This design comes from an exercise in tuning for small area, a short achievable clock period and few clock cycles per item on the open sky130 flow, not from production work.
The RTL was checked by simulation tests, not by an equivalence proof against the original design.
Power and IR drop assume default switching activity.

==> design.v <==
module sio_ctrl (
    input  wire        clk,
    input  wire        rst,           
    input  wire        req_valid,
    output wire        req_ready,
    input  wire [35:0] req_word,      
    output wire        rsp_valid,
    output wire [15:0] rsp_data,
    output wire        rsp_refused,
    output wire [1:0]  rsp_mode,
    output wire [1:0]  rsp_tmode,
    output wire        rsp_sock,
    output wire        ev_valid,
    input  wire        ev_ready,
    output wire [4:0]  ev_kind,
    output wire [47:0] ev_data,
    input  wire        ev_ok,
    input  wire [15:0] ev_rdata
);
    localparam [3:0] OP_WRCNT   = 4'h1,
                     OP_WSIOCNT = 4'h2,
                     OP_WDATA   = 4'h3,
                     OP_RDATA   = 4'h4,
                     OP_WOTHER  = 4'h5,
                     OP_RESET   = 4'h8,
                     OP_SETDRV  = 4'h9,
                     OP_DESTROY = 4'hA;
    localparam [1:0] T_IDLE = 2'd0, T_PARSE = 2'd1, T_SEND = 2'd2, T_RECV = 2'd3;
    localparam CAP_INIT = 0, CAP_DEINIT = 1, CAP_LOAD = 2, CAP_UNLOAD = 3, CAP_WREG = 4;
    localparam [4:0] EV_ATTACH        = 5'd1,
                     EV_INIT          = 5'd2,
                     EV_DEINIT        = 5'd3,
                     EV_LOAD          = 5'd4,
                     EV_UNLOAD        = 5'd5,
                     EV_DRVWR_RCNT    = 5'd6,
                     EV_DRVWR_SIOCNT  = 5'd7,
                     EV_DRVWR_OTHER   = 5'd8,
                     EV_RAISE_IRQ     = 5'd9,
                     EV_LOG_UNSUPP    = 5'd10,
                     EV_LOG_INITFAIL  = 5'd11,
                     EV_SOCK_CONNECT  = 5'd12,
                     EV_SOCK_SEND     = 5'd13,
                     EV_SOCK_SEND_HDR = 5'd14,
                     EV_SOCK_RECV     = 5'd15,
                     EV_SOCK_CLOSE    = 5'd16;
    reg  [1:0]  rc;             
    reg         s12;            
    reg         alive;
    reg  [15:0] drv0, drv1, drv2;
    reg  [4:0]  cap0, cap1, cap2;
    reg  [1:0]  tmode;
    reg  [7:0]  cursor;
    reg  [2:0]  code;           
    reg  [7:0]  b1, b2, b3, b4, b5, b6;
    reg  [15:0] len;
    reg         sock;
    reg  [15:0] sock_h;
    reg         r_valid;
    reg  [15:0] r_aux;
    reg  [15:0] r_data;
    reg  [6:0]  ev_list;        
    reg         rv_noev;        
    reg         rv_last;        
    reg         rv_lasti;       
    reg         r_init;         
    reg         r_fail;         
    reg         r_refused;
    reg         r_conn;         
    reg         r_sd;           
    reg         r_dnz;          
    reg         r_mop;          
    reg         r_op2;          
    reg         r_des;          
    reg         r_al, r_ah;     
    reg         r_kp;           
    reg         r_k46;          
    reg         r_k7;           
    reg         r_s2, r_s3;     
    reg         r_ff;           
    reg         ev_v;
    reg  [4:0]  ev_k;
    reg  [2:0]  ev_e;           
    reg         ev_udl;         
    reg         ev_udh;         
    reg         ev_us;          
    reg         ev_uh;          
    reg         ev_uc;          
    reg         ev_uv;          
    reg         ev_uo;          
    wire fin  = rv_noev | (ev_ready & (rv_last | (rv_lasti & ev_ok)));
    wire xfer = ev_v & ev_ready;
    assign rsp_valid = fin;
    assign req_ready = ~r_valid | fin;
    wire take = req_valid & req_ready;
    assign ev_valid = ev_v;
    assign ev_kind  = ev_k;
    wire [15:0] drv_sel = ({16{ev_e[0]}} & drv0) | ({16{ev_e[1]}} & drv1) | ({16{ev_e[2]}} & drv2);
    assign ev_data[7:0]   = drv_sel[7:0] | ({8{ev_udl}} & r_data[7:0]) | ({8{ev_us}} & sock_h[7:0]) |
                            ({8{ev_uh}} & b2) | {7'h0, ev_uc};
    assign ev_data[15:8]  = drv_sel[15:8] | ({8{ev_udh}} & r_data[15:8]) | ({8{ev_us}} & sock_h[15:8]) |
                            ({8{ev_uh}} & b1);
    assign ev_data[31:16] = ({16{ev_uv}} & r_data) | ({16{ev_uh}} & {b5, b6}) | ({16{ev_uc}} & 16'h7F00);
    assign ev_data[47:32] = ({16{ev_uo}} & r_aux) | ({16{ev_uh}} & {b3, b4}) | ({16{ev_uc}} & 16'd3141);
    wire [15:0] rsp_keep = {{8{r_kp}}, r_k7, {3{r_k46}}, {4{r_kp}}};
    assign rsp_data = ({{8{r_ah}}, {8{r_al}}} & ev_rdata) | (rsp_keep & r_data) |
                      {16{r_ff}} | {12'h0, r_s3, r_s2, 2'b00};
    assign rsp_refused = r_refused;
    assign rsp_mode    = {rc[1], rc[1] ? rc[0] : s12};
    assign rsp_tmode   = tmode;
    assign rsp_sock    = r_conn ? ev_ok : sock;
    wire [3:0]  q_op   = req_word[35:32];
    wire [15:0] q_aux  = req_word[31:16];
    wire [15:0] q_data = req_word[15:0];
    wire [7:0]  q_b    = q_data[7:0];
    wire        commit = r_valid & r_sd & ~r_fail;
    wire [2:0]  r_k    = {r_aux[1] & r_aux[0], r_aux[1] & ~r_aux[0], ~r_aux[1]};
    wire [4:0]  ncaps  = r_dnz ? r_aux[8:4] : 5'd0;
    wire [4:0]  f_cap0 = (commit & r_k[0]) ? ncaps : cap0;
    wire [4:0]  f_cap1 = (commit & r_k[1]) ? ncaps : cap1;
    wire [4:0]  f_cap2 = (commit & r_k[2]) ? ncaps : cap2;
    wire        f_sock = (r_valid & r_conn) ? ev_ok : sock;
    wire op1 = (q_op == OP_WRCNT);
    wire op2 = (q_op == OP_WSIOCNT);
    wire op3 = (q_op == OP_WDATA);
    wire op4 = (q_op == OP_RDATA);
    wire op5 = (q_op == OP_WOTHER);
    wire op8 = (q_op == OP_RESET);
    wire op9 = (q_op == OP_SETDRV);
    wire opA = (q_op == OP_DESTROY);
    wire ok  = alive & (op1 | op2 | op3 | op4 | op5 | op8 | op9 | opA);
    wire g1  = alive & op1;
    wire g2  = alive & op2;
    wire g3  = alive & op3;
    wire g4  = alive & op4;
    wire g5  = alive & op5;
    wire g8  = alive & op8;
    wire g9  = alive & op9;
    wire gA  = alive & opA;
    wire [1:0]  mode = {rc[1], rc[1] ? rc[0] : s12};
    wire        a0 = ~rc[1];
    wire        a1 = rc[1] & ~rc[0];
    wire        a2 = rc[1] & rc[0];
    wire [2:0]  act = {a2, a1, a0};
    wire [4:0]  acap = ({5{a0}} & f_cap0) | ({5{a1}} & f_cap1) | ({5{a2}} & f_cap2);
    reg  [1:0]  nrc;
    reg         ns12;
    always @* begin
        nrc  = rc;
        ns12 = s12;
        if (g1) nrc = q_data[15:14];
        if (g2) ns12 = q_data[12];
        if (g8) begin nrc = 2'b10; ns12 = 1'b0; end
    end
    wire        d15 = q_data[15];
    wire        d14 = q_data[14];
    wire        u1  = acap[CAP_UNLOAD] & (d15 ? (d14 ? ~a2 : ~a1) : rc[1]);
    wire        l1  = d15 ? (d14 ? ~a2 & f_cap2[CAP_LOAD] : ~a1 & f_cap1[CAP_LOAD])
                          : rc[1] & f_cap0[CAP_LOAD];
    wire        w1  = d15 ? (d14 ? f_cap2[CAP_WREG] : f_cap1[CAP_WREG]) : f_cap0[CAP_WREG];
    wire [2:0]  ns1 = {d15 & d14, d15 & ~d14, ~d15};
    wire        chg2 = ~rc[1] & (q_data[12] ^ s12);
    wire        u2  = chg2 & acap[CAP_UNLOAD];
    wire        l2  = chg2 & acap[CAP_LOAD];
    wire        w2  = acap[CAP_WREG];
    wire        irq2 = ~w2 & ~rc[1] & q_data[7] & q_data[0] & q_data[14];
    wire        w5  = acap[CAP_WREG];
    wire        u8  = acap[CAP_UNLOAD];
    wire        l8  = f_cap1[CAP_LOAD];
    wire        sd_bad = q_aux[2];
    wire        k0 = ~q_aux[1];
    wire        k1 = q_aux[1] & ~q_aux[0];
    wire        k2 = q_aux[1] & q_aux[0];
    wire        ku = (k0 & a0 & f_cap0[CAP_UNLOAD]) | (k1 & a1 & f_cap1[CAP_UNLOAD]) |
                     (k2 & a2 & f_cap2[CAP_UNLOAD]);
    wire        kd = (k0 & f_cap0[CAP_DEINIT]) | (k1 & f_cap1[CAP_DEINIT]) | (k2 & f_cap2[CAP_DEINIT]);
    wire        k_act = (k0 & a0) | (k1 & a1) | (k2 & a2);
    wire [4:0]  sd_caps = q_aux[8:4];
    wire        d_nz = |q_data;
    wire        s0 = ~sd_bad & ku;                        
    wire        s1 = ~sd_bad & kd;                        
    wire        s2 = ~sd_bad & d_nz;                      
    wire        s6 = s2 & k_act & sd_caps[CAP_LOAD];      
    wire        c7    = (|cursor[7:3]) | (&cursor[2:0]);
    wire        c0    = (cursor == 8'd0);
    wire        is_fe = (q_b == 8'hFE);
    wire        t_send = (tmode == T_SEND);
    wire        t_recv = (tmode == T_RECV);
    wire        t_pend = (tmode == T_PARSE) & ~c0;       
    wire        ds_s  = (code == 3'd2) & c7 & sock;
    wire        dr_s  = (code == 3'd3) & sock;
    wire        dc_s  = (code == 3'd5) & c7 & ~sock;
    wire        dl_s  = (code == 3'd6) & sock;
    wire        disp  = t_pend & is_fe;
    wire        d_send = disp & ds_s;
    wire        d_recv = disp & dr_s;
    wire        d_conn = disp & dc_s;
    wire        d_clos = disp & dl_s;
    wire        rem_last = ~(|{b6, b5[7:1]});    
    wire [4:0]  lA = {f_sock, f_cap2[CAP_DEINIT], f_cap1[CAP_DEINIT], f_cap0[CAP_DEINIT], acap[CAP_UNLOAD]};
    wire [6:0]  q_list =
        ({7{g1}} & {4'b0, w1, l1, u1}) |
        ({7{g2}} & {3'b0, irq2, w2, l2, u2}) |
        ({7{g5}} & {4'b0, w5, 2'b0}) |
        ({7{g8}} & {5'b0, l8, u8}) |
        ({7{g3}} & {6'b0, t_send | (t_pend & (ds_s | dc_s | dl_s) & is_fe)}) |
        ({7{g4}} & {6'b0, t_recv}) |
        ({7{g9}} & {s6, sd_bad | (d_nz & sd_caps[CAP_INIT]),
                    s2 & sd_caps[CAP_INIT] & sd_caps[CAP_DEINIT], s2 & sd_caps[CAP_INIT], s2, s1, s0}) |
        ({7{gA}} & {2'b0, lA});
    function [6:0] lowbit;
        input [6:0] l;
        begin
            lowbit = l & ~{l[5:0], 1'b0} & ~{l[4:0], 2'b0} & ~{l[3:0], 3'b0} &
                     ~{l[2:0], 4'b0} & ~{l[1:0], 5'b0} & ~{l[0], 6'b0};
        end
    endfunction
    function one_at_most;
        input [6:0] l;
        begin
            one_at_most = ~(|(l & ~lowbit(l)));
        end
    endfunction
    wire [4:0] k_mode1 = u1 ? EV_UNLOAD : l1 ? EV_LOAD : EV_DRVWR_RCNT;
    wire [4:0] k_mode2 = u2 ? EV_UNLOAD : l2 ? EV_LOAD : w2 ? EV_DRVWR_SIOCNT : EV_RAISE_IRQ;
    wire [4:0] k_mode8 = u8 ? EV_UNLOAD : EV_LOAD;
    wire [4:0] k_wdata = t_send ? EV_SOCK_SEND : (code == 3'd2) ? EV_SOCK_SEND_HDR :
                         (code == 3'd5) ? EV_SOCK_CONNECT : EV_SOCK_CLOSE;
    wire [4:0] k_sd    = s0 ? EV_UNLOAD : s1 ? EV_DEINIT : sd_bad ? EV_LOG_UNSUPP : EV_ATTACH;
    wire [4:0] k_des   = lA[0] ? EV_UNLOAD : (lA[3:1] != 3'd0) ? EV_DEINIT : EV_SOCK_CLOSE;
    wire [6:0] fA      = lowbit({2'b0, lA});
    wire [4:0] qf_kind =
        ({5{op1}} & k_mode1) | ({5{op2}} & k_mode2) | ({5{op5}} & EV_DRVWR_OTHER) |
        ({5{op8}} & k_mode8) | ({5{op3}} & k_wdata) | ({5{op4}} & EV_SOCK_RECV) |
        ({5{op9}} & k_sd)    | ({5{opA}} & k_des);
    wire [2:0] qf_e =
        ({3{op1}} & (u1 ? act : ns1)) |
        ({3{op2}} & (u2 | l2 | w2 ? act : 3'b000)) |
        ({3{op5}} & act) |
        ({3{op8}} & (u8 ? act : 3'b010)) |
        ({3{op9 & (s0 | s1)}} & {k2, k1, k0}) |
        ({3{opA}} & (lA[0] ? act : fA[3:1]));
    wire       qf_udl = (op3 & t_send) | (op9 & ~s0 & ~s1 & ~sd_bad);
    wire       qf_udh = op9 & ~s0 & ~s1 & ~sd_bad;
    wire       qf_us  = (op3 & ~t_send & (code != 3'd2) & (code != 3'd5)) | (opA & ~(|lA[3:0]));
    wire       qf_uh  = op3 & ~t_send & (code == 3'd2);
    wire       qf_uc  = op3 & ~t_send & (code == 3'd5);
    wire       qf_uv  = (op1 & ~u1 & ~l1) | (op2 & ~u2 & ~l2 & w2) | op5;
    wire       qf_uo  = op5;
    wire       last1 = one_at_most({4'b0, w1, l1, u1});
    wire       last2 = one_at_most({3'b0, irq2, w2, l2, u2});
    wire       last8 = ~(u8 & l8);
    wire       last9 = sd_bad | (s0 ? ~s1 & ~d_nz : s1 ? ~d_nz : ~sd_caps[CAP_INIT] & ~s6);
    wire       lastA = one_at_most({2'b0, lA});
    wire       qf_last = (op1 & last1) | (op2 & last2) | op3 | op4 | op5 | (op8 & last8) |
                         (op9 & last9) | (opA & lastA);
    wire [6:0] cur = lowbit(ev_list);
    reg  [6:0] rest;
    always @* begin
        rest = ev_list & ~cur;
        if (r_init) begin
            if (ev_ok) rest[5:4] = 2'b00;
            else       rest[6]   = 1'b0;
        end
    end
    wire [6:0] nx = lowbit(rest);
    wire       nx_init = r_sd & nx[3];
    wire [6:0] nx_rest = rest & ~nx;
    wire       nx_last = nx_init ? ~nx_rest[6] : ~(|nx_rest);
    reg  [4:0] nx_kind;
    reg  [2:0] nx_e;
    reg        nx_ud, nx_us;
    always @* begin
        nx_kind = 5'd0;
        nx_e    = 3'd0;
        nx_ud   = 1'b0;
        nx_us   = 1'b0;
        if (r_mop) begin
            if (nx[1]) begin nx_kind = EV_LOAD; nx_e = {a2, a1, a0}; end
            if (nx[2]) begin nx_kind = r_op2 ? EV_DRVWR_SIOCNT : EV_DRVWR_RCNT; nx_e = {a2, a1, a0}; end
            if (nx[3]) nx_kind = EV_RAISE_IRQ;
        end
        if (r_sd) begin
            if (nx[1]) begin nx_kind = EV_DEINIT; nx_e = r_k; end
            if (nx[2]) begin nx_kind = EV_ATTACH; nx_ud = 1'b1; end
            if (nx[3]) begin nx_kind = EV_INIT;   nx_ud = 1'b1; end
            if (nx[4]) begin nx_kind = EV_DEINIT; nx_ud = 1'b1; end
            if (nx[5]) nx_kind = EV_LOG_INITFAIL;
            if (nx[6]) begin nx_kind = EV_LOAD;   nx_ud = 1'b1; end
        end
        if (r_des) begin
            if (nx[1]) begin nx_kind = EV_DEINIT; nx_e = 3'b001; end
            if (nx[2]) begin nx_kind = EV_DEINIT; nx_e = 3'b010; end
            if (nx[3]) begin nx_kind = EV_DEINIT; nx_e = 3'b100; end
            if (nx[4]) begin nx_kind = EV_SOCK_CLOSE; nx_us = 1'b1; end
        end
    end
    wire [15:0] rem_dec = {b6, b5} - 16'd1;
    wire        t_parse = (tmode == T_PARSE);
    wire [6:1]  w_b;                  
    genvar gi;
    generate for (gi = 1; gi <= 6; gi = gi + 1) begin : g_wb
        assign w_b[gi] = t_parse & (cursor == gi);
    end endgenerate
    wire        b_take = take & g3;
    wire        cnt56  = (g3 & t_send) | (g4 & t_recv);
    wire [1:0]  en56   = {2{cnt56}} |
                         ({2{g3}} & (is_fe ? {2{t_pend & dr_s}} : w_b[6:5]));
    always @(posedge clk) begin
        if (rst) begin
            r_valid <= 1'b0;
            rv_noev <= 1'b0;
            rv_last <= 1'b0;
            rv_lasti <= 1'b0;
            ev_v    <= 1'b0;
            r_fail  <= 1'b0;
            r_conn  <= 1'b0;
            r_sd    <= 1'b0;
            rc      <= 2'b10;
            s12     <= 1'b0;
            alive   <= 1'b1;
            cap0    <= 5'd0;
            cap1    <= 5'd0;
            cap2    <= 5'd0;
            tmode   <= T_IDLE;
            len     <= 16'h0;
            sock    <= 1'b0;
        end else begin
            if (fin & r_conn) begin
                sock <= ev_ok;
            end
            if (fin & commit) begin
                if (r_k[0]) cap0 <= ncaps;
                if (r_k[1]) cap1 <= ncaps;
                if (r_k[2]) cap2 <= ncaps;
            end
            if (take) begin
                r_valid <= 1'b1;
                rv_noev <= ~(|q_list);
                rv_last <= (|q_list) & qf_last;
                rv_lasti <= 1'b0;
                ev_v    <= |q_list;
                r_fail  <= 1'b0;
                r_conn  <= g3 & d_conn;
                r_sd    <= g9 & ~sd_bad;
                rc  <= nrc;
                s12 <= ns12;
                if (gA) begin
                    alive <= 1'b0;
                    sock  <= 1'b0;
                end
                if (g3) begin
                    case (tmode)
                        T_IDLE:  if (q_b == 8'h89) tmode <= T_PARSE;
                        T_PARSE: begin
                            if (c0) begin
                                if (q_b[7:1] == 7'h00 || q_b[7:1] == 7'h7F) tmode <= T_IDLE;
                            end else if (is_fe) begin
                                tmode <= d_send ? T_SEND : d_recv ? T_RECV : T_IDLE;
                                if (d_clos) sock <= 1'b0;
                                if (d_send) len <= {b6, b5};
                            end else if (&cursor)
                                tmode <= T_IDLE;
                        end
                        T_SEND:  if (rem_last) tmode <= T_IDLE;
                        default: ;
                    endcase
                end
                if (g4 & t_recv & rem_last)
                    tmode <= T_IDLE;
            end else if (fin) begin
                r_valid <= 1'b0;
                rv_noev <= 1'b0;
                rv_last <= 1'b0;
                rv_lasti <= 1'b0;
                ev_v    <= 1'b0;
            end else if (xfer) begin
                ev_v <= |rest;
                rv_noev <= ~(|rest);
                rv_last <= (|rest) & nx_last & ~nx_init;
                rv_lasti <= nx_last & nx_init;
                if (r_init & ~ev_ok)
                    r_fail <= 1'b1;
            end
        end
    end
    always @(posedge clk) begin
        if (fin & r_conn & ev_ok)
            sock_h <= ev_rdata;
        if (fin & commit) begin
            if (r_k[0]) drv0 <= r_data;
            if (r_k[1]) drv1 <= r_data;
            if (r_k[2]) drv2 <= r_data;
        end
        if (take) begin
            r_aux     <= q_aux;
            r_data    <= q_data;
            ev_list   <= q_list;
            r_init    <= 1'b0;
            r_refused <= ~ok;
            r_dnz     <= d_nz;
            r_mop     <= op1 | op2 | op8;
            r_op2     <= op2;
            r_des     <= opA;
            r_al  <= (g2 & w2) | (g5 & w5) | (g4 & t_recv);
            r_ah  <= (g2 & w2) | (g5 & w5);
            r_kp  <= (g2 & ~w2) | (g5 & ~w5);
            r_k46 <= (g2 & ~w2 & ~a1) | (g5 & ~w5);
            r_k7  <= (g2 & ~w2 & ~(~rc[1] & q_data[0])) | (g5 & ~w5);
            r_s2  <= g2 & ~w2 & ~a2;
            r_s3  <= g2 & ~w2 & a1;
            r_ff  <= g4 & ~t_recv;
            ev_k   <= qf_kind;
            ev_e   <= qf_e;
            ev_udl <= qf_udl;
            ev_udh <= qf_udh;
            ev_us  <= qf_us;
            ev_uh  <= qf_uh;
            ev_uc  <= qf_uc;
            ev_uv  <= qf_uv;
            ev_uo  <= qf_uo;
        end else if (xfer & ~fin) begin
            ev_list <= rest;
            r_init  <= nx_init;
            ev_k    <= nx_kind;
            ev_e    <= nx_e;
            ev_udl  <= nx_ud;
            ev_udh  <= nx_ud;
            ev_us   <= nx_us;
            ev_uh   <= 1'b0;
            ev_uc   <= 1'b0;
            ev_uv   <= r_mop & nx[2];
            ev_uo   <= 1'b0;
        end
        if (take & g3) begin
            if (tmode == T_IDLE)
                cursor <= 8'd0;
            else if (tmode == T_PARSE) begin
                if (c0) begin
                    if (q_b[7:3] == 5'd0 && q_b[2:1] != 2'b00) begin
                        code   <= q_b[2:0];
                        cursor <= 8'd1;
                    end
                end else if (~is_fe)
                    cursor <= cursor + 8'd1;
            end
        end
        if (b_take & ~is_fe & w_b[1]) b1 <= q_b;
        if (b_take & ~is_fe & w_b[2]) b2 <= q_b;
        if (b_take & ~is_fe & w_b[3]) b3 <= q_b;
        if (b_take & ~is_fe & w_b[4]) b4 <= q_b;
        if (take & en56[0]) b5 <= t_parse ? (is_fe ? len[7:0]  : q_b) : rem_dec[7:0];
        if (take & en56[1]) b6 <= t_parse ? (is_fe ? len[15:8] : q_b) : rem_dec[15:8];
    end
endmodule
==> flow/run.sh <==
#!/bin/bash
# Standard layout, with the port buffers made from the smallest buffer cell
# (repair_timing and repair_design upsize them where timing needs it).
set -euo pipefail
export BUFFER_PORTS_ARGS="-buffer_cell sky130_fd_sc_hd__buf_1"
bash standard.sh > standard_flow.log 2>&1
==> standard.sh <==
#!/bin/bash
# synth_recipe.tcl (not shown) runs the flow's synth.tcl, then flattens the netlist and writes it again
# the make line also repeats each setting of config.mk as NAME=value (left out here)
make -C /OpenROAD-flow-scripts/flow DESIGN_CONFIG=/design/flow/config.mk WORK_HOME=/design/flow/orfs CLKGATE_MAP_FILE= SYNTH_SCRIPT=/design/flow/synth_recipe.tcl "${@:-finish}"
==> config.mk <==
export PLATFORM = sky130hd
export DESIGN_NAME = sio_ctrl
export DESIGN_NICKNAME = sio_ctrl
export VERILOG_FILES = /design/flow/design.v
export SDC_FILE = /design/flow/constraint.sdc
export NUM_CORES = 4
export LEC_CHECK = 0
export ABC_AREA = 1
export CAP_MARGIN = 20
export CORE_MARGIN = 2
export CORE_UTILIZATION = 40
export CTS_CLUSTER_DIAMETER = 80
export CTS_CLUSTER_SIZE = 25
export PLACE_DENSITY = 0.6
export SETUP_SLACK_MARGIN = 2.8
export SLEW_MARGIN = 20
export TNS_END_PERCENT = 0
==> constraint.sdc <==
create_clock -name core_clock -period 6.0 [get_ports {clk}]
set_input_delay 1.2000 -clock core_clock [delete_from_list [all_inputs] [get_ports {clk}]]
set_output_delay 1.2000 -clock core_clock [all_outputs]
set_load 0.01 [all_outputs]
==> flow_summary.toml, run 1 <==
[status]
outcome = "timing/DRC/antenna clean"

[detailed_routing]
drtAntennaViolNets = 0
drcViolationCount = 0
drt_iter0_markers = 1059
avgRoutedWirePerCell_um = 20.2
drt_first_pass_iters = 5
routed_wl_um = 36700
vias = 10100
drt-vias-per-instance = 5.58

[power]
power_frac_seq_pct = 54.2
p_int_uw = 2530
swShare_pct = 29.0
power.leakage_uw = 0.00502
p_per_area_mw_per_mm2 = 271
p_sw_uw = 1040
p_comb_share_pct = 14.1
pwr-share-clk_pct = 31.7
irDropWorstVdd_mv = 0.161

[timing]
worst_slack_ps = 2770
setup_tns_ps = 0
whs_ps = 472
fin_crit_ps = 3230
clock.fmax_mhz = 309
period_share_pct = 53.9
rsz0062_at_grt = "true"
slew-limit-headroom_pct = 32.7
worst_pin_slew_ps = 1010
setup_violations = 0
timing.final.max_slew_violations = 0
fin_skew_ps = 17.0
hold_violations = 0

[global_routing]
track_usage_pct = 23.3
gr-total-overflow = 0
grt_pass1_vias = 9365
antenna_found_initial = 0
grt_pass1_wl_um = 55000
grt_max_degree = 41

[worst_setup_path]
critPathBufInv = 1
critPathKind = "in2reg"
critPathTopFamily = "simple AND/OR/NAND/NOR gates"
cp.required_ps = 6130
end_kind = "flop"
critPathMaxFanout = 24
path_cells = "buf_1, a21o_1, a21oi_4, nand2_1, nand2_2, nor2_4, nand3_1, nor2_1"
startpoint_type = "input pin"
arrival_ps = 3360
max_stage_delay_ps = 760
slowest_stage = "nor2_1"

[clock_tree]
cts_buffers = 16
clk_pin_slew_ps = 90
clock-sinks = 234
clk_latency_ps = 500
clk_path_buf_depth = 3
root_buffer = "clkbuf_16"
cts_tree = "built"
cts_htree_levels = 1
hold_buffers = 0

[place]
post-place-ws_ps = 2020
numPortBuffers = 134
dp_hpwl_um = 27500
gp_congestion = 0.914
dpl_cell_area_mm2 = 0.0126
place_inst = 1785

[synthesis]
ys_seq_area_share_pct = 56.1
synth.distinct_cells = 51
ys_seq_elements = 234
synth_nets = 1366
synthFlopType = "edfxtp_1"
yosysWarnings = 1
synth_edf_count = 190
synth_cells = 1298
synth.cell_area_mm2 = 0.0117
async_reset_ff_share_pct = 0
avgSynthCellArea_um2 = 9.04

[die]
rows = 62
core-area_mm2 = 0.0288
ios = 135
die_w_um = 175
die_h_um = 175
initial_core_util_pct = 40.8
dieArea_mm2 = 0.0307

[layout]
nNetsFinal = 1488
diodes = 0
fillCellCount = 2811
fin_cells = 1813
syn_to_final_growth_pct = 12.3
stdcell_area_mm2 = 0.0132
layout_common_cells = "320 x nand2_1, 190 x edfxtp_1, 132 x nor2_1, 132 x buf_1, 126 x inv_1"
drive_above_1_share_pct = 6.37
final_common_cell = "nand2_1"

[min_path]
hold_path_class = "reg2reg"

[job]
cap_violations = 0
[through the flow]
stage / power [uW] / utilization [%]
floorplan: 2240 / -
CTS: 3590 / 45.7
finish: 3570 / 45.8
global placement: 2460 / 43.9
global route: 3700 / 45.8
detailed placement: 2460 / 43.9
[metal layers]
layer	up-vias	global-route usage, %	wire length (um)
met5	-	0	0
met4	0	6.84	933
met3	60	3.33	2800
met2	437	36.6	16600
met1	4863	33.6	16400
li1	4759	-	-
[cells by family (layout without fill, tap and decap cells)]
kind of cell	count (synthesis)	in the layout	synth area share, %
flops	234	234	56.1
compound gates	267	267	14.5
simple gates	599	599	21.7
fa+ha+maj	11	11	1.17
buf+inv	181	312	6.07
xor+xnor	6	6	0.448
[final timing paths]
path	from	slack [ps]	end	cells past startpoint
worst max-delay path	ev_ok	2770	b2[0]	8
worst min-delay path	cap1[4]	470	cap1[4]	2
worst max register to register	tmode[1]	3180	b2[0]	6
worst min register to register	cap1[4]	470	cap1[4]	2
[synthesized netlist by cell type (2+ instances only)]
cell,number,area [um^2]
nand3_1,80,400
xor2_1,5,43.8
buf_6,2,22.5
a221o_1,22,220
o22ai_1,4,25.0
nor3_2,3,30.0
nor2_2,5,31.3
nand2_2,7,43.8
nor2_4,5,56.3
a22oi_1,4,30.0
buf_2,4,20.0
nand3b_1,3,22.5
inv_2,12,45.0
inv_1,126,473
a211oi_1,10,75.1
o21ai_1,7,35.0
o21ai_0,86,430
edfxtp_1,190,5710
nor2_1,134,503
a32oi_1,4,35.0
a21oi_1,71,355
a22o_1,14,123
clkbuf_1,31,116
a31o_2,3,26.3
nand2_1,321,1200
nand3_2,4,40.0
o2111ai_1,3,26.3
nand4_1,21,131
ha_1,11,138
o211ai_1,3,22.5
or2_2,3,18.8
a31oi_1,9,56.3
dfxtp_1,44,881
buf_4,3,22.5
o21bai_1,2,15.0
nor3_1,10,50.1
a221oi_1,16,140
o31ai_1,3,22.5
[worst register-to-register path: stages (launching register included)]
cell     delay (ps)
dfxtp_1         350
inv_1           130
ha_2            450
inv_1           360
nor2_1          290
nand2_1         120
nor2_1          770
[flip-flops by register name, indices dropped and copies added (netlist names), 2 cells and up]
signal,flops
drv2,16
rc,2
b3,8
cap0,4
cap2,4
cap1,4
ev_list,7
b2,8
cursor,8
b4,8
r_data,16
ev_e,3
b5,8
len,16
b6,8
code,3
ev_k,5
b1,8
drv1,16
sock_h,16
tmode,2
r_aux,16
drv0,16
[power by group through the flow]
stage	combinational (uW)	clock [uW]	sequential [uW]
floorplan	336	0	1900
global placement	489	0	1970
detailed placement	491	0	1970
CTS	493	1160	1930
global route	547	1210	1950
finish	502	1130	1940
[timing repair]
action,CTS,global route
pin swaps,0,1
setup buffers,0,1
setup endpoints to repair,67,119
resized for setup,2,10
[layout make-up]
class / instances / area [um^2] / area share, %
flip-flops and latches: 234 / 6590 / 49.9
multi-input cells: 883 / 4480 / 34.0
repair buffers: 146 / 599 / 4.55
inverters: 139 / 526 / 3.99
well taps: 384 / 480 / 3.64
clock buffers: 19 / 443 / 3.36
clock inverters: 8 / 71.3 / 0.541
Testbench counts, summed over its fixed seeds: cycles 26,843, items 25,959.
==> inputs of run 2 (changes only) <==
--- a/config.mk
+++ b/config.mk
@@ -11,7 +11,7 @@
 export CORE_UTILIZATION = 40
 export CTS_CLUSTER_DIAMETER = 80
 export CTS_CLUSTER_SIZE = 25
-export PLACE_DENSITY = 0.6
-export SETUP_SLACK_MARGIN = 2.8
+export PLACE_DENSITY = 0.7
+export SETUP_SLACK_MARGIN = 3.0
 export SLEW_MARGIN = 20
 export TNS_END_PERCENT = 0
==> flow_summary.toml, run 2 <==
[synthesis]
synth.cell_area_mm2 = 0.0117
synth_most_common_cell = "nand2_1"
avgSynthCellArea_um2 = 9.04
ys_seq_area_share_pct = 56.1
synth_edf_count = 190
yosysWarnings = 1
synthTopCellsByArea = "edfxtp_1 49%, nand2_1 10%, dfxtp_1 7.5%, nor2_1 4.3%, inv_1 4.0%"
ys_seq_elements = 234
synth_cells = 1298
synth_top_cells_by_count = "321 x nand2_1, 190 x edfxtp_1, 134 x nor2_1"
synth.distinct_cells = 51
synth.top_cell.area_share_pct = 48.6
synthFlopType = "edfxtp_1"
async_reset_ff_share_pct = 0
synth_largest_area_cell = "edfxtp_1"
synth_nets = 1366

[min_path]
hold_end = "cap1[2]"
hold_path_class = "reg2reg"
hold_path_depth = 2
hold_start = "cap1[2]"

[timing]
worst_slack_ps = 2840
setup_tns_ps = 0
fin_skew_ps = 28.3
slew-limit-headroom_pct = 31.9
worst_pin_slew_ps = 1020
period_share_pct = 52.7
clock.fmax_mhz = 316
whs_ps = 468
hold_violations = 0
fin_crit_ps = 3160
timing.final.max_slew_violations = 0
rsz0062_at_grt = "true"
setup_violations = 0

[layout]
fin_cells = 1820
final_common_cell = "nand2_1"
fillCellCount = 2777
diodes = 0
layout_common_cells = "319 x nand2_1, 190 x edfxtp_1, 131 x nor2_1, 131 x buf_1, 125 x inv_1"
drive_above_1_share_pct = 6.89
syn_to_final_growth_pct = 12.8
nNetsFinal = 1495

[power]
irDropWorstVdd_mv = 0.165
power.leakage_uw = 0.00505
p_per_area_mw_per_mm2 = 269

[detailed_routing]
drt_first_pass_iters = 6
drt_iter0_markers = 1172
routed_wl_um = 37600
drtAntennaViolNets = 0
drt-vias-per-instance = 5.61
vias = 10200
drcViolationCount = 0
avgRoutedWirePerCell_um = 20.7

[die]
initial_core_util_pct = 40.8
rows = 62
die_h_um = 175
dieArea_mm2 = 0.0307
core-area_mm2 = 0.0288
die_w_um = 175
ios = 135

[global_routing]
grt_max_degree = 43
grt_pass1_vias = 9263
antenna_found_initial = 0
gr-total-overflow = 0
grt_pass1_wl_um = 55500
track_usage_pct = 23.7

[clock_tree]
root_buffer = "clkbuf_16"
clk_path_buf_depth = 3
hold_buffers = 0
cts_tree = "built"
cts_htree_levels = 1
clk_pin_slew_ps = 90
cts_buffers = 15
clk_latency_ps = 510
clock-sinks = 234

[job]
cap_violations = 0

[worst_setup_path]
critPathMaxFanout = 40
timing.rr.end = "b1[7]"
end_kind = "output port"
startpoint_type = "flop"
r2r_setup_slack_ps = 3230
critPathKind = "reg2out"
reg2reg_from = "tmode[1]"
cp.required_ps = 4800
worst_r2r_path_depth = 6
arrival_ps = 1960

[place]
dp_hpwl_um = 28000
place_inst = 1785
numPortBuffers = 134
post-place-ws_ps = 2020
gp_congestion = 0.984

[status]
outcome = "timing/DRC/antenna clean"
## run 2: per-stage QoR
stage          cell area [um^2]  util [%]  power, uW
2_1_floorplan             11700         -       2240
3_3_place_gp              12600      43.9       2460
3_5_place_dp              12600      43.9       2460
4_1_cts                   13200      45.9       3570
5_1_grt                   13200      46.0       3690
6_report                  13200      46.0       3570
## run 2: metal layers
metal | share of wire, % | vias up | wire [um] | GRT usage, %
met1 | 42 | 4808 | 15800 | 34.0
met4 | 3.8 | 0 | 1420 | 9.20
met3 | 9.0 | 78 | 3370 | 2.84
li1 | - | 4781 | - | -
met5 | 0 | - | 0 | 0
met2 | 45 | 535 | 17000 | 36.7
## run 2: worst max-delay path by stage
stage	slack [ps]	start	endpoint
2_1_floorplan	2920	ev_ok	ev_list[2]
3_3_place_gp	2150	req_word[0]	b6[2]
3_5_place_dp	2020	req_word[0]	b6[2]
4_1_cts	2850	req_word[0]	b6[0]
5_1_grt	2750	req_word[35]	b1[7]
6_report	2840	ev_uh	ev_data[25]
## run 2: where the power goes
group,internal [uW],total [uW],switching [uW]
clock,499,1110,609
combinational,173,542,369
sequential,1830,1920,87.1
total,2500,3570,1060
## run 2: cell type report
type	instances	area (um^2)	share of cell area (%)
flip-flops and latches	234	6590	49.7
clock inverters	7	90.1	0.680
clock buffers	19	390	2.95
repair buffers	154	682	5.15
multi-input cells	883	4490	33.9
well taps	384	480	3.63
inverters	139	526	3.97
## run 2: cell families (layout without fill, tap and decap cells)
group                      after synthesis  in the layout  synth area share [%]
and+or+nand+nor                        599            599                  21.7
buffers and inverters                  181            319                  6.07
adders and majority gates               11             11                  1.17
xor gates and xnor gates                 6              6                 0.448
DFF                                    234            234                  56.1
AOI/OAI and AO/OA                      267            267                  14.5
## run 2: timing repair
item                                    in CTS  in global routing
pin swaps                                    2                  0
endpoints found under the setup margin     106                112
gates resized for setup                      9                  8
buffers inserted                             9                  0
## run 2: critical path, stage by stage, from the launching register on
cell and delay [ps]:
edfxtp_1 330, buf_4 400, inv_1 220, o21ai_0 310, buf_1 200
==> inputs of run 3 (changes only) <==
--- a/config.mk
+++ b/config.mk
@@ -11,7 +11,7 @@
 export CORE_UTILIZATION = 40
 export CTS_CLUSTER_DIAMETER = 80
 export CTS_CLUSTER_SIZE = 25
-export PLACE_DENSITY = 0.7
+export PLACE_DENSITY = 0.6
 export SETUP_SLACK_MARGIN = 3.0
 export SLEW_MARGIN = 20
 export TNS_END_PERCENT = 0
==> flow_summary.toml, run 3 <==
[timing]
rsz0062_at_grt = "true"
setup_tns_ps = 0
slew-limit-headroom_pct = 37.6
setup_violations = 0
hold_violations = 0
period_share_pct = 51.4
fin_crit_ps = 3080
worst_pin_slew_ps = 934
fin_skew_ps = 15.2
timing.final.max_slew_violations = 0
clock.fmax_mhz = 324

[global_routing]
gr-total-overflow = 0
antenna_found_initial = 0
track_usage_pct = 23.3
grt_pass1_wl_um = 54900
grt_pass1_vias = 9198
grt_max_degree = 41

[clock_tree]
clock-sinks = 234
clk_path_buf_depth = 3
cts_htree_levels = 1
hold_buffers = 0
clk_pin_slew_ps = 80
cts_buffers = 16
root_buffer = "clkbuf_16"
clk_latency_ps = 510
cts_tree = "built"

[place]
gp_congestion = 0.975
dp_hpwl_um = 27600
numPortBuffers = 134
place_inst = 1785
dpl_cell_area_mm2 = 0.0126

[synthesis]
synth.cell_area_mm2 = 0.0117
synth_largest_area_cell = "edfxtp_1"
ys_seq_area_share_pct = 56.1
synth_edf_count = 190
async_reset_ff_share_pct = 0
synth_nets = 1366
synth.top_cell.area_share_pct = 48.6
synth_top_cells_by_count = "321 x nand2_1, 190 x edfxtp_1, 134 x nor2_1"
avgSynthCellArea_um2 = 9.04
synth_cells = 1298
ys_seq_elements = 234
synthFlopType = "edfxtp_1"
synthTopCellsByArea = "edfxtp_1 49%, nand2_1 10%, dfxtp_1 7.5%, nor2_1 4.3%, inv_1 4.0%"
yosysWarnings = 1
synth_most_common_cell = "nand2_1"
synth.distinct_cells = 51

[die]
die_w_um = 175
rows = 62
dieArea_mm2 = 0.0307
die_h_um = 175
initial_core_util_pct = 40.8
core-area_mm2 = 0.0288
ios = 135

[detailed_routing]
drt_iter0_markers = 1045
drcViolationCount = 0
drt_first_pass_iters = 6
drtAntennaViolNets = 0
routed_wl_um = 36800
drt-vias-per-instance = 5.54
vias = 10100
avgRoutedWirePerCell_um = 20.2

[power]
total_power_uw = 3670
irDropWorstVdd_mv = 0.148
power.leakage_uw = 0.00510
p_per_area_mw_per_mm2 = 275

[worst_setup_path]
r2r_setup_slack_ps = 3150
critPathMaxFanout = 5
worst_r2r_path_depth = 8
critPathKind = "in2out"
reg2reg_from = "tmode[1]"
arrival_ps = 1880
startpoint_type = "input pin"
timing.rr.end = "b6[7]"
cp.required_ps = 4800
end_kind = "output port"

[min_path]
hold_path_depth = 2
hold_end = "cap1[2]"
hold_start = "cap1[2]"
hold_path_class = "reg2reg"

[layout]
diodes = 0
final_common_cell = "nand2_1"
fin_cells = 1821
fillCellCount = 2841
stdcell_area_mm2 = 0.0133
nNetsFinal = 1495
multi_input_area_mm2 = 0.00449
syn_to_final_growth_pct = 13.5
layout_common_cells = "319 x nand2_1, 190 x edfxtp_1, 129 x nor2_1, 127 x buf_1, 125 x inv_1"
drive_above_1_share_pct = 7.45
seqCellArea_mm2 = 0.00659

[job]
cap_violations = 0

[status]
outcome = "timing/DRC/antenna clean"
-- run 3: changes by cell type in the layout (fill, tap and decap cells not counted), moves of 2 or more --
cell	change
nor2_1	-2
buf_4	-2
clkbuf_16	+2
a21oi_4	-2
inv_16	+2
clkbuf_2	+4
inv_6	-2
a21oi_2	+2
buf_6	+2
nor2_2	+2
buf_1	-4
-- run 3: cells by family after synthesis --
family                   after synthesis  share of synthesized area (%)
XOR/XNOR                               6                          0.448
AO/OA/AOI/OAI                        267                           14.5
AND/OR/NAND/NOR                      599                           21.7
buffers and inverters                181                           6.07
flip-flops                           234                           56.1
adder cells (fa/ha/maj)               11                           1.17
-- run 3: cell type report --
type / count / share of cell area (%)
tap: 384 / 3.61
multi-input combinational: 883 / 33.7
sequential: 234 / 49.4
clock inverter: 7 / 0.808
timing repair buffer: 153 / 5.17
inverter: 139 / 3.95
clock buffer: 21 / 3.31
-- run 3: where the power goes --
group	total (uW)	internal (uW)	switching, uW
registers	1910	1830	84.5
clock network	1210	565	645
logic	542	175	367
total	3670	2570	1100
-- run 3: worst max path at each step --
| stage | startpoint | endpoint | slack (ps) | depth (start not counted) |
|---|---|---|---|---|
| 6_report | ev_ok | req_ready | 2920 | 5 |
| 5_1_grt | ev_us | ev_data[2] | 2880 | 3 |
| 4_1_cts | ev_ok | req_ready | 2890 | 5 |
| 3_5_place_dp | req_word[0] | b6[6] | 2140 | 9 |
| 3_3_place_gp | ev_ok | b4[4] | 2210 | 8 |
| 2_1_floorplan | ev_ok | ev_list[2] | 2920 | 8 |
-- run 3: repair_timing --
action / CTS / global route
gates resized for setup: 11 / 12
pin swaps: 2 / 1
setup endpoints to repair: 140 / 147
buffers inserted: 6 / 2
-- run 3: worst max-delay path, cell delays in order --
cell and delay (ps):
buf_2 130, a21o_1 180, a21oi_4 160, nand2_2 80, buf_6 130
-- run 3: through the flow --
stage	hold WS [ps]	utilization, %	worst slack, ps
floorplan	430	-	2920
global placement	447	43.9	2210
detailed placement	462	43.9	2140
CTS	475	46.1	2890
global route	500	46.3	2880
finish	471	46.3	2920
-- run 3: layer usage --
| metal | wire length (um) | global-route usage, % | vias up |
|---|---|---|---|
| met5 | 0 | 0 | - |
| met4 | 911 | 6.42 | 0 |
| met3 | 2380 | 2.77 | 59 |
| met2 | 16500 | 36.5 | 434 |
| met1 | 17000 | 34.2 | 4820 |
| li1 | - | - | 4779 |
==> inputs of run 4 (changes only) <==
--- a/config.mk
+++ b/config.mk
@@ -9,8 +9,8 @@
 export CAP_MARGIN = 20
 export CORE_MARGIN = 2
 export CORE_UTILIZATION = 40
-export CTS_CLUSTER_DIAMETER = 80
-export CTS_CLUSTER_SIZE = 25
+export CTS_CLUSTER_DIAMETER = 60
+export CTS_CLUSTER_SIZE = 30
 export PLACE_DENSITY = 0.6
 export SETUP_SLACK_MARGIN = 3.0
 export SLEW_MARGIN = 20
==> flow_summary.toml, run 4 <==
[status]
outcome = "timing/DRC/antenna clean"

[clock_tree]
cts_tree = "built"
clock-sinks = 234
root_buffer = "clkbuf_16"
hold_buffers = 0
clk_path_buf_depth = 3
cts_htree_levels = 1
clk_pin_slew_ps = 60
cts_buffers = 23
clk_latency_ps = 530

[layout]
final_common_cell = "nand2_1"
diodes = 0
drive_above_1_share_pct = 8.93
nNetsFinal = 1506
fin_cells = 1839
syn_to_final_growth_pct = 16.2
layout_common_cells = "319 x nand2_1, 190 x edfxtp_1, 129 x nor2_1, 127 x buf_1, 125 x inv_1"
fillCellCount = 2802

[place]
gp_congestion = 0.975
place_inst = 1785
dp_hpwl_um = 27600
numPortBuffers = 134
post-place-ws_ps = 2140

[worst_setup_path]
critPathMaxFanout = 5
arrival_ps = 1870
path_cells = "buf_6, a21o_1, a21oi_4, nand2_2, buf_6"
slowest_stage = "a21o_1"
end_kind = "output port"
critPathKind = "in2out"
critPathBufInv = 2
max_stage_delay_ps = 190
path_common_cell = "buf_6"
startpoint_type = "input pin"
cp.required_ps = 4800
critPathTopFamily = "compound AO/OA/AOI/OAI gates"

[detailed_routing]
routed_wl_um = 36800
drcViolationCount = 0
drt-vias-per-instance = 5.47
drt_first_pass_iters = 5
drtAntennaViolNets = 0
drt_iter0_markers = 972
avgRoutedWirePerCell_um = 20.0
vias = 10100

[synthesis]
synth_nets = 1366
synth_cells = 1298
ys_seq_area_share_pct = 56.1
synthTopCellsByArea = "edfxtp_1 49%, nand2_1 10%, dfxtp_1 7.5%, nor2_1 4.3%, inv_1 4.0%"
synth_top_cells_by_count = "321 x nand2_1, 190 x edfxtp_1, 134 x nor2_1"
synth_edf_count = 190
async_reset_ff_share_pct = 0
synth_most_common_cell = "nand2_1"
synth_largest_area_cell = "edfxtp_1"
yosysWarnings = 1
synth.top_cell.area_share_pct = 48.6
ys_seq_elements = 234
synthFlopType = "edfxtp_1"
synth.distinct_cells = 51
synth.cell_area_mm2 = 0.0117
avgSynthCellArea_um2 = 9.04

[global_routing]
antenna_found_initial = 0
grt_pass1_wl_um = 55100
grt_max_degree = 41
gr-total-overflow = 0
track_usage_pct = 23.3
grt_pass1_vias = 9347

[timing]
slew-limit-headroom_pct = 36.9
rsz0062_at_grt = "true"
setup_tns_ps = 0
worst_pin_slew_ps = 946
fin_crit_ps = 3070
period_share_pct = 51.1
hold_violations = 0
clock.fmax_mhz = 326
timing.final.max_slew_violations = 0
worst_slack_ps = 2930
setup_violations = 0
whs_ps = 468
fin_skew_ps = 22.9

[power]
irDropWorstVdd_mv = 0.230
p_per_area_mw_per_mm2 = 293
total_power_uw = 4000
power.leakage_uw = 0.00526

[die]
die_w_um = 175
die_h_um = 175
initial_core_util_pct = 40.8
ios = 135
dieArea_mm2 = 0.0307
rows = 62
core-area_mm2 = 0.0288

[job]
cap_violations = 0

[min_path]
hold_path_class = "reg2reg"
run 4: cell counts after synthesis:
Identical to the previous run, type by type.
run 4: layer usage:
metal  vias up  share of wire (%)  GRT usage (%)
met5         -                  0              0
met4         0                2.7           7.12
met3        63                7.7           3.51
met2       399                 45           36.0
met1      4784                 45           33.9
li1       4808                  -              -
run 4: through the flow:
stage	utilization [%]	area, um^2
CTS	47.1	13500
detailed placement	43.9	12600
floorplan	-	11700
global route	47.4	13600
global placement	43.9	12600
finish	47.4	13600
run 4: cell families (layout without fill, tap and decap cells):
kind of cell,after synthesis,count (layout),synth area share (%)
simple gates,599,599,21.7
buf+inv,181,338,6.07
xor+xnor,6,6,0.448
compound gates,267,267,14.5
flops,234,234,56.1
fa+ha+maj,11,11,1.17
run 4: worst min-delay path: stages (launching register included):
cell	delay (ps)
dfxtp_1	300
inv_1	70
a21oi_1	60
run 4: path summary, 6_finish.rpt:
path,depth (start not counted),to,slack [ps],startpoint
worst max-delay path,5,req_ready,2930,ev_ok
worst min-delay path,2,cap1[2],470,cap1[2]
worst max register to register,8,b6[0],3160,tmode[1]
worst min register to register,2,cap1[2],470,cap1[2]
run 4: power breakdown:
part	switching, uW	total, uW	internal, uW	leakage [uW]
sequential	73.2	1900	1830	0.00212
clock	706	1530	827	0.000392
combinational	381	565	184	0.00275
run 4: area by class of cell:
type                       instances  area (um^2)  share of cell area (%)
clock buffer                      24          579                    4.25
timing repair buffer             157          742                    5.44
clock inverter                    18          216                    1.59
multi-input combinational        883         4510                    33.0
sequential                       234         6590                    48.3
tap                              384          480                    3.52
inverter                         139          527                    3.86
run 4: timing repair:
item,CTS,global route
setup endpoints to repair,134,141
pin swaps,2,2
resized for setup,10,18
buffers inserted,10,2
==> inputs of run 5 (changes only) <==
--- a/config.mk
+++ b/config.mk
@@ -9,9 +9,9 @@
 export CAP_MARGIN = 20
 export CORE_MARGIN = 2
 export CORE_UTILIZATION = 40
-export CTS_CLUSTER_DIAMETER = 60
-export CTS_CLUSTER_SIZE = 30
+export CTS_CLUSTER_DIAMETER = 80
+export CTS_CLUSTER_SIZE = 25
 export PLACE_DENSITY = 0.6
-export SETUP_SLACK_MARGIN = 3.0
+export SETUP_SLACK_MARGIN = 3.1
 export SLEW_MARGIN = 20
 export TNS_END_PERCENT = 0
==> flow_summary.toml, run 5 <==
[synthesis]
avgSynthCellArea_um2 = 9.04
async_reset_ff_share_pct = 0
synth_cells = 1298
yosysWarnings = 1
synthTopCellsByArea = "edfxtp_1 49%, nand2_1 10%, dfxtp_1 7.5%, nor2_1 4.3%, inv_1 4.0%"
synth_edf_count = 190
synth_top_cells_by_count = "321 x nand2_1, 190 x edfxtp_1, 134 x nor2_1"
synth.top_cell.area_share_pct = 48.6
synthFlopType = "edfxtp_1"
synth.cell_area_mm2 = 0.0117
synth_most_common_cell = "nand2_1"
synth_largest_area_cell = "edfxtp_1"
ys_seq_area_share_pct = 56.1
ys_seq_elements = 234
synth_nets = 1366
synth.distinct_cells = 51

[clock_tree]
clk_latency_ps = 510
cts_buffers = 16
clk_path_buf_depth = 3
clk_pin_slew_ps = 80
cts_tree = "built"
clock-sinks = 234
cts_htree_levels = 1
root_buffer = "clkbuf_16"

[global_routing]
grt_pass1_wl_um = 54900
antenna_found_initial = 0
grt_max_degree = 41
gr-total-overflow = 0
grt_pass1_vias = 9205
track_usage_pct = 23.3

[worst_setup_path]
startpoint_type = "input pin"
path_cells = "buf_6, a21o_1, a21oi_4, nand2_2, buf_6"
cp.required_ps = 4800
path_common_cell = "buf_6"
worst_r2r_path_depth = 8
arrival_ps = 1850
reg2reg_from = "tmode[1]"
critPathKind = "in2out"
end_kind = "output port"
r2r_setup_slack_ps = 3140
max_stage_delay_ps = 170
timing.rr.end = "b6[7]"
endpoint = "req_ready"
slowest_stage = "a21o_1"
critPathMaxFanout = 5
crit_start = "ev_ok"

[timing]
setup_tns_ps = 0
period_share_pct = 50.8
hold_violations = 0
timing.final.max_slew_violations = 0
fin_crit_ps = 3050
setup_violations = 0
fin_skew_ps = 17.0
clock.fmax_mhz = 328
rsz0062_at_grt = "true"
worst_pin_slew_ps = 992
slew-limit-headroom_pct = 33.8

[power]
p_comb_share_pct = 15.5
p_int_uw = 2580
power.leakage_uw = 0.00514
swShare_pct = 29.9
power_frac_seq_pct = 51.6
pwr-share-clk_pct = 32.9
p_per_area_mw_per_mm2 = 275
irDropWorstVdd_mv = 0.148
p_sw_uw = 1100

[layout]
nNetsFinal = 1501
layout_common_cells = "319 x nand2_1, 190 x edfxtp_1, 129 x nor2_1, 127 x buf_1, 125 x inv_1"
drive_above_1_share_pct = 8.04
syn_to_final_growth_pct = 14.3
final_util_pct = 46.6
final_common_cell = "nand2_1"
fillCellCount = 2826

[die]
die_w_um = 175
initial_core_util_pct = 40.8
die_h_um = 175
rows = 62
ios = 135
core-area_mm2 = 0.0288
dieArea_mm2 = 0.0307

[min_path]
hold_path_depth = 2
hold_path_class = "reg2reg"

[detailed_routing]
drcViolationCount = 0
vias = 10100
drt-vias-per-instance = 5.52
drt_first_pass_iters = 6
routed_wl_um = 36700
drt_iter0_markers = 963
drtAntennaViolNets = 0
avgRoutedWirePerCell_um = 20.1

[place]
dp_hpwl_um = 27600
numPortBuffers = 134
gp_congestion = 0.975

[job]
cap_violations = 0

[status]
outcome = "timing/DRC/antenna clean"
run 5: routing by layer:
layer	global-route usage, %	up-vias	wire length, um
li1	-	4790	-
met5	0	-	0
met3	2.77	56	2680
met4	6.35	0	872
met2	36.5	440	16500
met1	34.2	4807	16700
run 5: cell families (layout without fill, tap and decap cells):
kind of cell | Yosys count | in the layout | synth area share (%)
buf+inv | 181 | 326 | 6.07
compound gates | 267 | 267 | 14.5
fa+ha+maj | 11 | 11 | 1.17
flops | 234 | 234 | 56.1
simple gates | 599 | 599 | 21.7
xor+xnor | 6 | 6 | 0.448
other cells | 0 | 1 | 0
run 5: how the worst min path moves through the flow:
stage | from | slack (ps) | to
floorplan | cap1[2] | 430 | cap1[2]
global placement | cap1[4] | 450 | cap1[4]
detailed placement | cap1[2] | 460 | cap1[2]
CTS | cap1[2] | 480 | cap1[2]
global route | cap1[4] | 500 | cap1[4]
finish | cap1[2] | 470 | cap1[2]
run 5: repair_timing:
item | CTS | global route
buffers inserted | 10 | 4
resized for setup | 13 | 18
hold buffers | 0 | 0
hold endpoints to repair | 0 | 0
pin swaps | 2 | 1
endpoints found under the setup margin | 181 | 176
run 5: power by group through the flow:
stage,Combinational (uW),Sequential (uW),Clock [uW]
finish,571,1900,1210
global placement,489,1970,0
detailed placement,490,1970,0
floorplan,337,1900,0
global route,628,1910,1280
CTS,544,1910,1230
run 5: metrics by stage:
stage	instance area [um^2]	std cells	worst slack, ps	total power [uW]	hold WS [ps]
floorplan	11700	1298	2920	2240	430
global placement	12600	1785	2210	2460	447
detailed placement	12600	1785	2140	2460	462
CTS	13300	1823	2910	3680	475
global route	13400	1827	2930	3810	500
finish	13400	1828	2950	3680	472
run 5: layout make-up:
class | count | area (um^2) | area share [%]
antenna | 1 | 2.50 | 0.0187
clock buffer | 21 | 440 | 3.28
clock inverter | 7 | 108 | 0.802
inverter | 139 | 528 | 3.94
multi-input combinational | 883 | 4510 | 33.6
sequential | 234 | 6590 | 49.1
tap | 384 | 480 | 3.58
timing repair buffer | 159 | 757 | 5.64
run 5: critical path: cells and delay by family:
kind	cells	cell delay, ps
simple gates	1	80
buf+inv	2	230
compound gates	2	340
==> inputs of run 6 (changes only) <==
--- a/config.mk
+++ b/config.mk
@@ -6,12 +6,12 @@
 export NUM_CORES = 4
 export LEC_CHECK = 0
 export ABC_AREA = 1
-export CAP_MARGIN = 20
+export CAP_MARGIN = 5
 export CORE_MARGIN = 2
 export CORE_UTILIZATION = 40
 export CTS_CLUSTER_DIAMETER = 80
 export CTS_CLUSTER_SIZE = 25
 export PLACE_DENSITY = 0.6
-export SETUP_SLACK_MARGIN = 3.1
-export SLEW_MARGIN = 20
+export SETUP_SLACK_MARGIN = 3.0
+export SLEW_MARGIN = 5
 export TNS_END_PERCENT = 0
==> flow_summary.toml, run 6 <==
[status]
outcome = "timing/DRC/antenna clean"

[detailed_routing]
drt_first_pass_iters = 5
avgRoutedWirePerCell_um = 20.1
drt_iter0_markers = 821
routed_wl_um = 36800
vias = 10100
drt-vias-per-instance = 5.52
drtAntennaViolNets = 0
drcViolationCount = 0

[layout]
final_common_cell = "nand2_1"
syn_to_final_growth_pct = 14.2
nNetsFinal = 1501
layout_common_cells = "319 x nand2_1, 190 x edfxtp_1, 129 x nor2_1, 126 x buf_1, 125 x inv_1"
drive_above_1_share_pct = 7.97
diodes = 0
stdcell_area_mm2 = 0.0134

[power]
power.leakage_uw = 0.00514
irDropWorstVdd_mv = 0.148
p_per_area_mw_per_mm2 = 273

[die]
ios = 135
die_w_um = 175
core-area_mm2 = 0.0288
die_h_um = 175
rows = 62
initial_core_util_pct = 40.8
dieArea_mm2 = 0.0307

[synthesis]
synthTopCellsByArea = "edfxtp_1 49%, nand2_1 10%, dfxtp_1 7.5%, nor2_1 4.3%, inv_1 4.0%"
avgSynthCellArea_um2 = 9.04
synth_top_family_by_area = "simple AND/OR/NAND/NOR gates"
synth_simple_gate_area_share_pct = 21.7
synth.top_cell.area_share_pct = 48.6
synth_top_cells_by_count = "321 x nand2_1, 190 x edfxtp_1, 134 x nor2_1"
muxShareOfSynthArea_pct = 0
async_reset_ff_share_pct = 0
synth_adder_area_share_pct = 1.17
synth_largest_area_cell = "edfxtp_1"
synth_edf_count = 190
yosysWarnings = 1
synthFlopType = "edfxtp_1"
synth.cell_area_mm2 = 0.0117
synth_compound_area_share_pct = 14.5
synth_xor_area_share_pct = 0.448
synth_most_common_cell = "nand2_1"
synth_nets = 1366
ys_seq_elements = 234
synth_cells = 1298
ys_seq_area_share_pct = 56.1
synth.distinct_cells = 51

[timing]
rsz0062_at_grt = "true"
hold_violations = 0
timing.final.max_slew_violations = 0
setup_violations = 0
period_share_pct = 51.0
slew-limit-headroom_pct = 33.6
worst_pin_slew_ps = 995
fin_skew_ps = 21.4
whs_ps = 470
clock.fmax_mhz = 326
fin_crit_ps = 3060
setup_tns_ps = 0

[place]
gp_congestion = 0.975
dpl_cell_area_mm2 = 0.0126
numPortBuffers = 134
dp_hpwl_um = 27700

[worst_setup_path]
end_kind = "output port"
worst_r2r_path_depth = 8
max_stage_delay_ps = 190
path_cells = "buf_8, a21o_1, a21oi_4, nand2_2, buf_6"
critPathMaxFanout = 3
arrival_ps = 1860
cp.required_ps = 4800
startpoint_type = "input pin"
timing.rr.end = "b5[7]"
reg2reg_from = "tmode[1]"
slowest_stage = "a21o_1"
critPathKind = "in2out"
r2r_setup_slack_ps = 3140

[clock_tree]
clk_path_buf_depth = 3
clock-sinks = 234
cts_buffers = 16
cts_tree = "built"
cts_htree_levels = 1
clk_latency_ps = 510
hold_buffers = 0
clk_pin_slew_ps = 80
root_buffer = "clkbuf_16"

[min_path]
hold_start = "cap1[2]"
hold_end = "cap1[2]"
hold_path_depth = 2
hold_path_class = "reg2reg"

[global_routing]
grt_max_degree = 41
track_usage_pct = 23.3
gr-total-overflow = 0
antenna_found_initial = 0
grt_pass1_vias = 9121
grt_pass1_wl_um = 54800

[job]
cap_violations = 0
-- run 6: area by class of cell --
| type | count | area [um^2] |
|---|---|---|
| clock inverter | 7 | 105 |
| timing repair buffer | 159 | 762 |
| multi-input combinational | 883 | 4510 |
| fill | 2820 | 15400 |
| tap | 384 | 480 |
| clock buffer | 21 | 440 |
| inverter | 139 | 528 |
| sequential | 234 | 6590 |
-- run 6: power by group --
part	total [uW]	switching, uW	leakage (uW)	internal, uW
combinational	569	384	0.00276	185
sequential	1900	72.4	0.00212	1830
clock	1200	634	0.000263	561
total	3670	1090	0.00514	2580
-- run 6: how the worst max path moves through the flow --
stage                            start          to  slack, ps  depth (start not counted)
final                            ev_ok   req_ready       2940                          5
after global routing      req_word[35]       b3[0]       2900                         10
after CTS                  req_word[5]     rv_last       2890                         15
after detailed placement   req_word[0]       b4[4]       2070                          7
after global placement           ev_ok       b4[4]       2210                          8
after floorplan                  ev_ok  ev_list[2]       2920                          8
-- run 6: per-stage QoR --
stage | setup slack, ps | total power [uW] | instances | utilization (%)
CTS | 2890 | 3670 | 1822 | 46.2
global placement | 2210 | 2460 | 1785 | 43.9
floorplan | 2920 | 2240 | 1298 | -
detailed placement | 2070 | 2460 | 1785 | 43.9
finish | 2940 | 3670 | 1827 | 46.6
global route | 2900 | 3800 | 1827 | 46.6
-- run 6: cells by family after synthesis --
family | Yosys count
fa+ha+maj | 11
flops | 234
compound gates | 267
xor+xnor | 6
buf+inv | 181
simple gates | 599
-- run 6: critical path: cells and delay by family --
family          cells  cell delay, ps
compound gates      2             360
simple gates        1              80
buf+inv             2             230
-- run 6: timing repair --
item | CTS | global route
endpoints found under the setup margin | 143 | 140
setup buffers | 9 | 5
resized for setup | 13 | 21
hold endpoints to repair | 0 | 0
pin swaps | 2 | 2
-- run 6: per-layer routing --
metal / wire, um / up-vias / GRT usage, % / share of wire [%]
met4: 993 / 0 / 6.63 / 2.7
met3: 2800 / 60 / 3.57 / 7.6
met5: 0 / - / 0 / 0
li1: - / 4791 / - / -
met2: 16300 / 382 / 35.8 / 44
met1: 16700 / 4853 / 34.2 / 45
==> inputs of run 7 (changes only) <==
==> flow/run.sh (replaced) <==
#!/bin/bash
# Standard layout, with the port buffers made from the smallest buffer cell
# (repair_timing and repair_design upsize them where timing needs it), and
# power recovery (downsizing of gates off the critical paths) after the
# global-route timing repair.
set -euo pipefail
export BUFFER_PORTS_ARGS="-buffer_cell sky130_fd_sc_hd__buf_1"
export RECOVER_POWER=100
bash standard.sh > standard_flow.log 2>&1
--- a/config.mk
+++ b/config.mk
@@ -6,12 +6,11 @@
 export NUM_CORES = 4
 export LEC_CHECK = 0
 export ABC_AREA = 1
-export CAP_MARGIN = 5
+export CAP_MARGIN = 20
 export CORE_MARGIN = 2
 export CORE_UTILIZATION = 40
 export CTS_CLUSTER_DIAMETER = 80
 export CTS_CLUSTER_SIZE = 25
 export PLACE_DENSITY = 0.6
 export SETUP_SLACK_MARGIN = 3.0
-export SLEW_MARGIN = 5
-export TNS_END_PERCENT = 0
+export SLEW_MARGIN = 20
==> flow_summary.toml, run 7 <==
[global_routing]
track_usage_pct = 24.0
gr-total-overflow = 0
grt_pass1_wl_um = 57000
grt_max_degree = 41
grt_pass1_vias = 9591
antenna_found_initial = 0

[timing]
fin_crit_ps = 4200
setup_violations = 0
rsz0062_at_grt = "true"
slew-limit-headroom_pct = 6.49
fin_skew_ps = 30.5
worst_pin_slew_ps = 1400
period_share_pct = 69.9
clock.fmax_mhz = 238
setup_tns_ps = 0
timing.final.max_slew_violations = 0
hold_violations = 0

[detailed_routing]
drt-vias-per-instance = 5.56
drtAntennaViolNets = 0
drt_iter0_markers = 1002
routed_wl_um = 37300
drt-met1-wl_um = 17000
drt_first_pass_iters = 5
wl_met3_um = 2640
avgRoutedWirePerCell_um = 20.3
route.met2.wl_um = 16700
vias = 10200
drcViolationCount = 0
highest_layer = "met4"

[clock_tree]
cts_buffers = 17
cts_tree = "built"
hold_buffers = 0
clock-sinks = 234
clk_pin_slew_ps = 70
clk_latency_ps = 520
cts_htree_levels = 1
clk_path_buf_depth = 3
root_buffer = "clkbuf_16"

[die]
die_w_um = 175
ios = 135
die_h_um = 175
core-area_mm2 = 0.0288
rows = 62
initial_core_util_pct = 40.8
dieArea_mm2 = 0.0307

[worst_setup_path]
worst_r2r_path_depth = 10
r2r_setup_slack_ps = 2410
critPathKind = "in2reg"
cp.required_ps = 6110
startpoint_type = "input pin"
timing.rr.end = "len[2]"
critPathMaxFanout = 17
arrival_ps = 4310
reg2reg_from = "rv_lasti"
end_kind = "flop"

[place]
numPortBuffers = 134
gp_congestion = 0.983
dpl_cell_area_mm2 = 0.0126
dp_hpwl_um = 27700

[synthesis]
yosysWarnings = 1
synthTopCellsByArea = "edfxtp_1 49%, nand2_1 10%, dfxtp_1 7.5%, nor2_1 4.3%, inv_1 4.0%"
ys_seq_elements = 234
synth_most_common_cell = "nand2_1"
synth_edf_count = 190
synthFlopType = "edfxtp_1"
synth_top_cells_by_count = "321 x nand2_1, 190 x edfxtp_1, 134 x nor2_1"
muxShareOfSynthArea_pct = 0
synth_compound_area_share_pct = 14.5
synth.distinct_cells = 51
avgSynthCellArea_um2 = 9.04
synth_top_family_by_area = "simple AND/OR/NAND/NOR gates"
synth_largest_area_cell = "edfxtp_1"
synth.cell_area_mm2 = 0.0117
synth_simple_gate_area_share_pct = 21.7
ys_seq_area_share_pct = 56.1
synth_xor_area_share_pct = 0.448
synth_adder_area_share_pct = 1.17
synth.top_cell.area_share_pct = 48.6
synth_nets = 1366
async_reset_ff_share_pct = 0
synth_cells = 1298

[min_path]
hold_path_class = "reg2reg"
hold_start = "cap1[4]"
hold_end = "cap1[4]"
hold_path_depth = 2

[job]
cap_violations = 0

[layout]
drive_above_1_share_pct = 5.51
syn_to_final_growth_pct = 13.0
diodes = 0
layout_common_cells = "322 x nand2_1, 190 x edfxtp_1, 135 x nor2_1, 126 x inv_1, 119 x buf_1"
stdcell_area_mm2 = 0.0133
final_common_cell = "nand2_1"
nNetsFinal = 1509

[power]
pwr-share-clk_pct = 32.4
p_comb_share_pct = 15.6
p_sw_uw = 1080
power_frac_seq_pct = 52.1
p_int_uw = 2570
power.leakage_uw = 0.00505
irDropWorstVdd_mv = 0.167
p_per_area_mw_per_mm2 = 275
swShare_pct = 29.6

[status]
outcome = "timing/DRC/antenna clean"
## run 7: cell counts after synthesis
No cell type changed its count.
## run 7: through the flow
step / hold slack [ps] / instances / util [%] / power [uW] / worst slack, ps
3_3_place_gp: 447 / 1788 / 44.0 / 2460 / 2120
6_report: 466 / 1836 / 46.1 / 3650 / 1800
2_1_floorplan: 430 / 1298 / - / 2240 / 3070
4_1_cts: 463 / 1833 / 46.6 / 3680 / 2930
5_1_grt: 484 / 1836 / 46.1 / 3790 / 1640
3_5_place_dp: 452 / 1788 / 44.0 / 2470 / 1990
## run 7: how the worst max path moves through the flow
stage | from | to | slack, ps | depth (start not counted)
2_1_floorplan | ev_ok | req_ready | 3070 | 3
6_report | req_word[0] | b4[2] | 1800 | 7
4_1_cts | req_word[4] | rv_last | 2930 | 15
3_3_place_gp | req_word[0] | b6[4] | 2120 | 9
3_5_place_dp | req_word[0] | b6[2] | 1990 | 9
5_1_grt | ev_ok | len[1] | 1640 | 11
## run 7: area by class of cell
| class | instances | area, um^2 |
|---|---|---|
| sequential | 234 | 6590 |
| inverter | 139 | 527 |
| clock inverter | 10 | 98.8 |
| multi-input combinational | 883 | 4410 |
| tap | 384 | 480 |
| timing repair buffer | 166 | 728 |
| fill | 2851 | 15500 |
| clock buffer | 20 | 437 |
## run 7: routing by layer
layer | GRT usage, % | vias to the layer above
li1 | - | 4800
met5 | 0 | -
met2 | 37.9 | 418
met1 | 35.2 | 4933
met3 | 3.01 | 58
met4 | 5.87 | 0
## run 7: cell families (layout without fill, tap and decap cells)
group / count (synthesis) / count (layout)
flops: 234 / 234
compound gates: 267 / 267
fa+ha+maj: 11 / 11
xor+xnor: 6 / 6
simple gates: 599 / 599
buf+inv: 181 / 335
## run 7: what timing repair did
item / 4_1_cts / 5_1_grt
buffers inserted: 15 / 3
setup endpoints to repair: 137 / 86
pin swaps: 3 / 7
resized for setup: 26 / 31
## run 7: power groups by stage
| stage | Combinational [uW] | Sequential [uW] | Clock, uW |
|---|---|---|---|
| 2_1_floorplan | 338 | 1900 | 0 |
| 3_3_place_gp | 492 | 1970 | 0 |
| 3_5_place_dp | 495 | 1970 | 0 |
| 4_1_cts | 575 | 1900 | 1200 |
| 5_1_grt | 623 | 1910 | 1260 |
| 6_report | 567 | 1900 | 1180 |
## run 7: critical path, cell delays in order
cell and delay (ps):
clkbuf_1 450, inv_1 160, nand2_1 90, nor2_1 60, nand2_1 400, clkinvlp_2 710
nor3_1 1230

[what the ideal ports hide]
The results above use ideal ports. As a check the final layouts listed here were re-extracted and re-timed, cells and wires unchanged. Step 1 (the two cells are an assumption about what drives the block):
set clk [get_ports {clk}]
set_driving_cell -lib_cell sky130_fd_sc_hd__clkbuf_16 $clk
set_driving_cell -lib_cell sky130_fd_sc_hd__buf_2 [delete_from_list [all_inputs] $clk]
Step 2, shift: input delay + t, output delay - t, t = (earliest + latest rising clock arrival at the registers) / 2. This alone moves slack from input paths to output paths. Three values: ideal ports, drivers, drivers and shift; two values: the first two.
| run | shift t [ns] | setup slack, ns | worst data-port slew with drivers (ns) |
|---|---|---|---|
| run 1 | 0.544 | 2.768 / 2.751 / 2.257 | 0.06 |
| run 2 | 0.546 | 2.837 / 2.791 / 2.398 | 0.05 |
| run 3 | 0.554 | 2.915 / 2.897 / 2.573 | 0.06 |
| run 4 | 0.569 | 2.932 / 2.902 / 2.574 | 0.06 |
| run 5 | 0.559 | 2.951 / 2.921 / 2.576 | 0.05 |
| run 6 | 0.548 | 2.937 / 2.899 / 2.544 | 0.06 |
| run 7 | 0.554 | 1.804 / 1.832 / 1.277 | 0.05 |
After both steps every run listed still meets setup and hold. The setup slack of run 7, which loses most, moves by +0.028 ns with the drivers and by -0.527 ns with both steps.
